What follows belongs to an exercise in optimizing a design on an open flow for small area, a short achievable clock period and few clock cycles; a production flow would make more cautious choices. The RTL was checked by simulation tests, not by an equivalence proof against the original design. No activity file was given, so power comes from the tool's default toggle rates.

Setup of the reference run:
Design huff_codegen, start of the top module:
module huff_codegen (
    input  wire        clk,
    input  wire        rst,
    input  wire        start,
    input  wire [8:0]  src_len,
    input  wire        in_valid,
    output wire        in_ready,
    input  wire [7:0]  in_data,
    output wire        busy,
    output wire        out_valid,
    input  wire        out_ready,
    output wire [7:0]  out_value,
    output wire [7:0]  out_len,
    output wire [15:0] out_code
);
    localparam ST_IDLE  = 3'd0;
    localparam ST_LOAD  = 3'd1;
    localparam ST_MERGE = 3'd2;
    localparam ST_TDI   = 3'd3;
    localparam ST_TD    = 3'd4;
    localparam ST_OUT   = 3'd5;
    reg [2:0] state;
    reg       bz;           
    wire s_load  = (state == ST_LOAD);
    wire s_merge = (state == ST_MERGE);
    wire s_td    = (state == ST_TD);
    wire s_out   = (state == ST_OUT);
    integer i;
    function [3:0] tadd;
        input [3:0] a, b;
        begin
  ...
Size: ~6400 flip-flops, about 57 I/O pins, ~340000 um2 of cells after synthesis.
clock: 10.0 ns
lec_check: 0
abc_area: 1
cap_margin: 20
core_margin: 2
core_utilization: 40
setup_slack_margin: 5
slew_margin: 20
synth_hierarchical: 1
synth_minimum_keep_size: 0
tns_end_percent: 10
run.sh (not shown) runs the stock make flow with config.mk's settings and CLKGATE_MAP_FILE= SYNTH_SCRIPT=/design/flow/synth_recipe.tcl, a recipe that flattens the netlist after the stock synthesis.
Testbench counts of the reference run, summed over its fixed seeds: cycles 15,906.
The following lists how the trial run was set up differently from the reference run:
diff --git a/flow/design.v b/flow/design.v
--- a/flow/design.v
+++ b/flow/design.v
@@ -154,23 +154,23 @@
     wire [1:0] tnew = {take_int, at & ~dbl};
     wire [8:0] xw = take_leaf ? {1'b0, L} : f0;
     wire [1:0] ntk = {1'b0, take_leaf} + {1'b0, dbl};
     wire       clps = s_merge & lzero;
     wire       tk2 = tkl & ~ph;
     wire [7:0] lcbase = fwd ? wlast : rcnt[7:0];
     wire       lnewv = v2 & ~fwd & (rcnt == 9'd0);
     wire [7:0] lcnt = lcbase + 8'd1;
     wire [7:0] cbus = s_load ? lcnt : j;
     wire       ldwe = s_load & v2;
     wire [15:0] c_hany, c_pany;
-    wire [8:0]  c_rd [0:15];
+    wire [9:0]  c_rd [0:15];
     wire [3:0]  c_pidx [0:15];
     reg  [15:0] p_first;
     reg  [3:0]  p_gi;
     always @* begin
         p_gi = 4'd0;
         for (i = 0; i < 16; i = i + 1) begin
             p_first[i] = c_pany[i] & ~(|(c_pany & ((16'd1 << i) - 16'd1)));
             if (p_first[i]) p_gi = p_gi | i[3:0];
         end
     end
     wire       pany = |c_pany;
@@ -195,23 +195,23 @@
                 .tkl(tkl), .tk2(tk2), .ph(ph), .step(step), .s_merge(s_merge),
                 .first(c_first[g]), .second(c_second[g]), .a_one(a_one),
                 .ra_lo(ca[3:0]),
                 .pick(issue & p_first[g]),
                 .rdata(c_rd[g]),
                 .gaR(c_ga[g]), .gtR(c_gt[g]),
                 .hany(c_hany[g]),
                 .paR(c_pany[g]), .pidx(c_pidx[g])
             );
         end
     endgenerate
-    wire [8:0] crd = c_rd[ca[7:4]];
+    wire [9:0] crd = c_rd[ca[7:4]];
     wire [7:0] lsel_nx = (|c_hany) ? lsel + 8'd1 : {lsel[7:3] + 5'd1, 3'd0};
     wire [9:0] tdc  = troot ? 10'd1 : (byp ? bypc : rd[9:0]);
     wire       tt1  = troot ? rtypes[1] : rd[11];
     wire       tt0  = troot ? rtypes[0] : rd[10];
     wire       tdw  = s_td & (tt1 | tt0);
     wire       tdw2 = s_td & tt1 & tt0;
     wire [11:0] n_rd [0:15];
     wire [15:0] n_hany;
     wire [3:0]  n_hidx [0:15];
     reg  [15:0] h_first;
     reg  [3:0]  h_gi;
@@ -275,23 +275,23 @@
             clr <= 1'b0;
             wbv <= 1'b0;
             iv1 <= in_valid & rdy_r;
             if (in_valid & rdy_r) begin
                 n <= n - 9'd1;
                 if (n == 9'd1) rdy_r <= 1'b0;
             end
             if (s_load) ca <= in_data;
             v2 <= iv1;
             if (iv1) begin
                 wa   <= ca;
-                rcnt <= crd[8] ? {1'b0, crd[7:0]} : 9'd0;    
+                rcnt <= (crd[8] & ~crd[9]) ? {1'b0, crd[7:0]} : 9'd0;
                 fwd  <= v2 & (wa == ca);
             end
             if (v2) begin
                 wlast <= lcnt;
                 if (lnewv) begin
                     m <= m + 9'd1;
                     vfirst <= wa;
                 end
             end
             case (state)
                 ST_IDLE: begin
@@ -490,23 +490,23 @@
     input  wire [7:0]  lsel_nx,
     input  wire        tkl,
     input  wire        tk2,
     input  wire        ph,
     input  wire        step,
     input  wire        s_merge,
     input  wire        first,      
     input  wire        second,     
     input  wire        a_one,      
     input  wire [3:0]  ra_lo,
     input  wire        pick,       
-    output wire [8:0]  rdata,      
+    output wire [9:0]  rdata,
     output reg         gaR,        
     output reg         gtR,        
     output wire        hany,       
     output reg         paR,        
     output reg  [3:0]  pidx        
 );
     reg [7:0]  d  [0:15];
     reg [15:0] f1, f0, cu;
     reg [7:0]  lsel;
     wire [15:0] cand = f0 & ~f1;
     reg  [15:0] ncv, hcv, oh1, oh2, pk, we1, we2, f1n;
@@ -572,23 +572,23 @@
                 f1n[k] = 1'b0;
             else if (we1[k] | we2[k])
                 f1n[k] = 1'b1;
             else
                 f1n[k] = f1[k] & ~(pick & pk[k]);
         end
         ct = therm16(cu);
         t1 = tkl & first;
         t2 = tk2 & (first ? gtR : (second & a_one));
     end
     assign hany  = |hcv;
-    assign rdata = {f0[ra_lo], d[ra_lo]};
+    assign rdata = {f1[ra_lo], f0[ra_lo], d[ra_lo]};
     always @(posedge clk) begin
         if (lsel_we) lsel <= lsel_nx;
         f1  <= f1n;
         paR <= |f1n;
         if (step) begin
             gaR <= na[15];
             gtR <= nt[15];
         end else if (~s_merge) begin
             gaR <= 1'b0;
             gtR <= 1'b0;
         end else begin
## What came out
The trial run gives more met2 track demand over resource than the reference run did. Per the comparison of the trial run with the reference run, initial cell density of the core saw little to no change; fraction of layout instances using a drive strength above 1 saw a decrease. Cell internal power dissipation: the trial run vs the reference run, no meaningful difference. Taking the reference run as the reference point, the part of the total power dissipated in the clock network of the trial run falls by 1.2 points. Number of global-route vias before repair in the trial run is about 4% higher than in the reference run. Against the reference run, the trial run comes in 0.27 points lower on buffering overhead. Share of cell area taken by muxes after synthesis across the trial run and the reference run: no real change. Compared with the reference run, the trial run shows a higher period utilization. Side by side, routed wire length turned out higher in the trial run than in the reference run.
Testbench counts of the trial run, summed over its fixed seeds: cycles 15,906.

---

huff_codegen again, from the RTL that the note above started with.
Settings: LEC_CHECK=0, ABC_AREA=1, CAP_MARGIN=40, CORE_MARGIN=2, CORE_UTILIZATION=40, SETUP_SLACK_MARGIN=5, SLEW_MARGIN=20, SYNTH_HIERARCHICAL=1, SYNTH_MINIMUM_KEEP_SIZE=0; clock period 10.0 ns.
Testbench counts at the start, summed over its fixed seeds: cycles 15,906.
Then changed:
--- a/flow/design.v
+++ b/flow/design.v
@@ -157,17 +157,17 @@
     wire       clps = s_merge & lzero;
     wire       tk2 = tkl & ~ph;
     wire [7:0] lcbase = fwd ? wlast : rcnt[7:0];
     wire       lnewv = v2 & ~fwd & (rcnt == 9'd0);
     wire [7:0] lcnt = lcbase + 8'd1;
     wire [7:0] cbus = s_load ? lcnt : j;
     wire       ldwe = s_load & v2;
     wire [15:0] c_hany, c_pany;
-    wire [8:0]  c_rd [0:15];
+    wire [9:0]  c_rd [0:15];
     wire [3:0]  c_pidx [0:15];
     reg  [15:0] p_first;
     reg  [3:0]  p_gi;
     always @* begin
         p_gi = 4'd0;
         for (i = 0; i < 16; i = i + 1) begin
             p_first[i] = c_pany[i] & ~(|(c_pany & ((16'd1 << i) - 16'd1)));
             if (p_first[i]) p_gi = p_gi | i[3:0];
@@ -198,17 +198,17 @@
                 .pick(issue & p_first[g]),
                 .rdata(c_rd[g]),
                 .gaR(c_ga[g]), .gtR(c_gt[g]),
                 .hany(c_hany[g]),
                 .paR(c_pany[g]), .pidx(c_pidx[g])
             );
         end
     endgenerate
-    wire [8:0] crd = c_rd[ca[7:4]];
+    wire [9:0] crd = c_rd[ca[7:4]];
     wire [7:0] lsel_nx = (|c_hany) ? lsel + 8'd1 : {lsel[7:3] + 5'd1, 3'd0};
     wire [9:0] tdc  = troot ? 10'd1 : (byp ? bypc : rd[9:0]);
     wire       tt1  = troot ? rtypes[1] : rd[11];
     wire       tt0  = troot ? rtypes[0] : rd[10];
     wire       tdw  = s_td & (tt1 | tt0);
     wire       tdw2 = s_td & tt1 & tt0;
     wire [11:0] n_rd [0:15];
     wire [15:0] n_hany;
@@ -278,17 +278,17 @@
             if (in_valid & rdy_r) begin
                 n <= n - 9'd1;
                 if (n == 9'd1) rdy_r <= 1'b0;
             end
             if (s_load) ca <= in_data;
             v2 <= iv1;
             if (iv1) begin
                 wa   <= ca;
-                rcnt <= crd[8] ? {1'b0, crd[7:0]} : 9'd0;    
+                rcnt <= (crd[8] & ~crd[9]) ? {1'b0, crd[7:0]} : 9'd0;
                 fwd  <= v2 & (wa == ca);
             end
             if (v2) begin
                 wlast <= lcnt;
                 if (lnewv) begin
                     m <= m + 9'd1;
                     vfirst <= wa;
                 end
@@ -493,17 +493,17 @@
     input  wire        ph,
     input  wire        step,
     input  wire        s_merge,
     input  wire        first,      
     input  wire        second,     
     input  wire        a_one,      
     input  wire [3:0]  ra_lo,
     input  wire        pick,       
-    output wire [8:0]  rdata,      
+    output wire [9:0]  rdata,
     output reg         gaR,        
     output reg         gtR,        
     output wire        hany,       
     output reg         paR,        
     output reg  [3:0]  pidx        
 );
     reg [7:0]  d  [0:15];
     reg [15:0] f1, f0, cu;
@@ -575,17 +575,17 @@
             else
                 f1n[k] = f1[k] & ~(pick & pk[k]);
         end
         ct = therm16(cu);
         t1 = tkl & first;
         t2 = tk2 & (first ? gtR : (second & a_one));
     end
     assign hany  = |hcv;
-    assign rdata = {f0[ra_lo], d[ra_lo]};
+    assign rdata = {f1[ra_lo], f0[ra_lo], d[ra_lo]};
     always @(posedge clk) begin
         if (lsel_we) lsel <= lsel_nx;
         f1  <= f1n;
         paR <= |f1n;
         if (step) begin
             gaR <= na[15];
             gtR <= nt[15];
         end else if (~s_merge) begin
- The new run completed with no timing, DRC or antenna violations
- final area went up by 1.7%
- synthesized area went up by 1.9%
- power went up by 3.0%
- cell count went up by 4.5%
- clock-buffer cell count went up by 23
- hold slack improves by 25 ps
- sequential share of layout area went down by 0.82 points
- clock power barely changes
- wire length went up by 5.4%
- via count went up by 4.0%
- worst setup slack degrades by 320 ps
- register-to-register slack degrades by 320 ps
- utilization is about the same
Testbench counts after the change, summed over its fixed seeds: cycles 15,906.

---

== delta ==
huff_codegen, a different RTL version from the one above (not shown whole).
Size: about 34000 cells after synthesis, ~6400 flip-flops, about 0.36 sq mm of cells after synthesis.
clock: 10.0 ns
lec_check: 0
abc_clock_period_in_ps: 4000
cap_margin: 40
core_margin: 2
core_utilization: 40
setup_slack_margin: 5
slew_margin: 20
synth_hierarchical: 1
synth_minimum_keep_size: 0
Testbench counts of delta, summed over its fixed seeds: cycles 15,951.
Modified inputs, gamma compared to delta
--- a/flow/design.v
+++ b/flow/design.v
@@ -119,24 +119,28 @@
         for (i = 1; i < 16; i = i + 1) c_two = c_two | (c_ga[i] & c_b1[i]);
     end
     wire       a_one = ~(|(c_gt & c_first));
     wire       ma  = |c_ga;
     wire       two = (|c_gt) | c_two;
     wire       lzero = (lleft == 9'd0);
     wire       have_int = (qn != 8'd0);
     wire [11:0] rd;
     wire       f_ok = (bc != 2'd0) | rf;
     wire [8:0] f0 = (bc != 2'd0) ? q0 : rd[8:0];
     wire [8:0] f1 = (bc == 2'd2) ? q1 : rd[8:0];
-    wire       le_f = ({1'b0, L} <= f0);
-    wire       ge_f = (f0 <= {1'b0, L});
+    wire       le_q = ({1'b0, L} <= q0);
+    wire       le_r = ({1'b0, L} <= rd[8:0]);
+    wire       ge_q = (q0 <= {1'b0, L});
+    wire       ge_r = (rd[8:0] <= {1'b0, L});
+    wire       le_f = (bc != 2'd0) ? le_q : le_r;
+    wire       ge_f = (bc != 2'd0) ? ge_q : ge_r;
     wire       mrg = s_merge & ~lzero;
     wire       tkl = mrg & (~have_int | (f_ok & le_f));    
     wire       take_leaf = tkl & ma;
     wire       dbl = take_leaf & ~ph & two;
     wire       take_int = mrg & ~take_leaf & f_ok & ge_f;
     wire       ext = take_leaf | take_int;
     wire [8:0] lleft_m1 = lleft - 9'd1;
     wire [8:0] lleft_m2 = lleft - 9'd2;
     wire [7:0] qn_p1 = qn + 8'd1;
     wire [7:0] qn_m1 = qn - 8'd1;
     wire [7:0] ra_p1 = ra + 8'd1;
@@ -496,23 +500,23 @@
 );
     reg [7:0]  d  [0:15];
     reg [15:0] f1, f0, cu;
     reg [7:0]  lsel;
     wire [15:0] cand = f0 & ~f1;
     reg  [15:0] ncv, hcv, oh1, oh2, pk, we1, we2, f1n;
     reg  [15:0] ia, it;         
     reg  [15:0] pp;             
     reg  [15:0] na, nt;         
     reg         ea, et;
     reg  [3:0]  ct;             
-    reg  [1:0]  r;              
+    reg         t1, t2;         
     integer k, s, q;
     function [3:0] tadd;
         input [3:0] a, b;
         begin
             tadd[0] = a[0] | b[0];
             tadd[1] = a[1] | b[1] | (a[0] & b[0]);
             tadd[2] = a[2] | b[2] | (a[1] & b[0]) | (a[0] & b[1]);
             tadd[3] = a[3] | b[3] | (a[2] & b[0]) | (a[1] & b[1]) | (a[0] & b[2]);
         end
     endfunction
     function [3:0] therm16;
@@ -557,39 +561,40 @@
             we2[k] = tk2 & oh2[k];
             pk[k]  = f1[k] & ((k == 0) ? 1'b1 : ~pp[k-1]);
             if (pk[k]) pidx = pidx | k[3:0];
             if (clr)
                 f1n[k] = 1'b0;
             else if (we1[k] | we2[k])
                 f1n[k] = 1'b1;
             else
                 f1n[k] = f1[k] & ~(pick & pk[k]);
         end
         ct = therm16(cu);
-        r  = {1'b0, |we1} + {1'b0, |we2};
+        t1 = tkl & first;
+        t2 = tk2 & (first ? gtR : (second & a_one));
     end
     assign hany  = |hcv;
     assign rdata = {f1[ra_lo], f0[ra_lo], d[ra_lo]};
     always @(posedge clk) begin
         if (lsel_we) lsel <= lsel_nx;
         f1  <= f1n;
         paR <= |f1n;
         if (step) begin
             gaR <= na[15];
             gtR <= nt[15];
         end else if (~s_merge) begin
             gaR <= 1'b0;
             gtR <= 1'b0;
         end else begin
-            gaR <= ct[r];
-            gtR <= (r == 2'd2) ? ct[3] : ct[r + 2'd1];
+            gaR <= (t1 & t2) ? ct[2] : ((t1 | t2) ? ct[1] : ct[0]);
+            gtR <= (t1 & t2) ? ct[3] : ((t1 | t2) ? ct[2] : ct[1]);
         end
         for (k = 0; k < 16; k = k + 1) begin
             if ((ld_we & ld_oh[k]) | we1[k] | we2[k])
                 d[k] <= cbus;
             if (clr)
                 f0[k] <= 1'b0;
             else if (ld_we & ld_oh[k])
                 f0[k] <= 1'b1;
             else if (we1[k] | we2[k])
                 f0[k] <= ph | we2[k];
             if (step) cu[k] <= ncv[k];
[summary]
The placer's final routability congestion estimate in gamma sits about 5% below the value recorded for delta.
Taking delta as the reference, in gamma wire length reported by the detailed router saw a decrease, fraction of area in registers saw an increase, number of antenna cells inserted saw an increase.
Instance count after placement with tap cells included | gamma below delta
In the flow results for gamma and delta, the post-route worst setup slack is larger on gamma.
gamma against delta: number of non-clock buffers went down, xor and xnor area share after synthesis went up, share of total power in sequential cells went down, global-route wire length before repair went down.
Compared with delta, gamma is the more power-hungry design.
gamma: no failed stages, no open violations at the end
Testbench counts of gamma, summed over its fixed seeds: cycles 15,951.

## port drivers added, routing unchanged
No port has a modelled driver above. Below, the same layouts with a new extraction and two added sets of constraints. Step 1, drivers: a clkbuf_16 drives clk and a buf_2 each remaining input, both assumed. Step 2, shift: input delay + t, output delay - t, t = (earliest + latest rising clock arrival at the registers) / 2. This alone moves slack from input paths to output paths. Three values: ideal, step 1, step 2; two values: the first two.
run	shift t [ns]	slack for setup (ns)	worst setup path after step 2
the reference run	1.352	4.664 / 4.664 / 4.664	register to register
the trial run	1.344	4.375 / 4.375 / 4.375	register to register
the first run of note 2	1.361	4.795 / 4.795 / 4.795	register to register
the second run of note 2	1.320	4.478 / 4.478 / 4.478	register to register
delta	1.345	3.997 / 3.997 / 3.997	register to register
gamma	1.347	4.795 / 4.795 / 4.610	input to register
After both steps setup and hold are still met in every run listed. The setup slack of gamma, which loses most, moves by 0.000 ns with the drivers and by -0.185 ns with both steps.
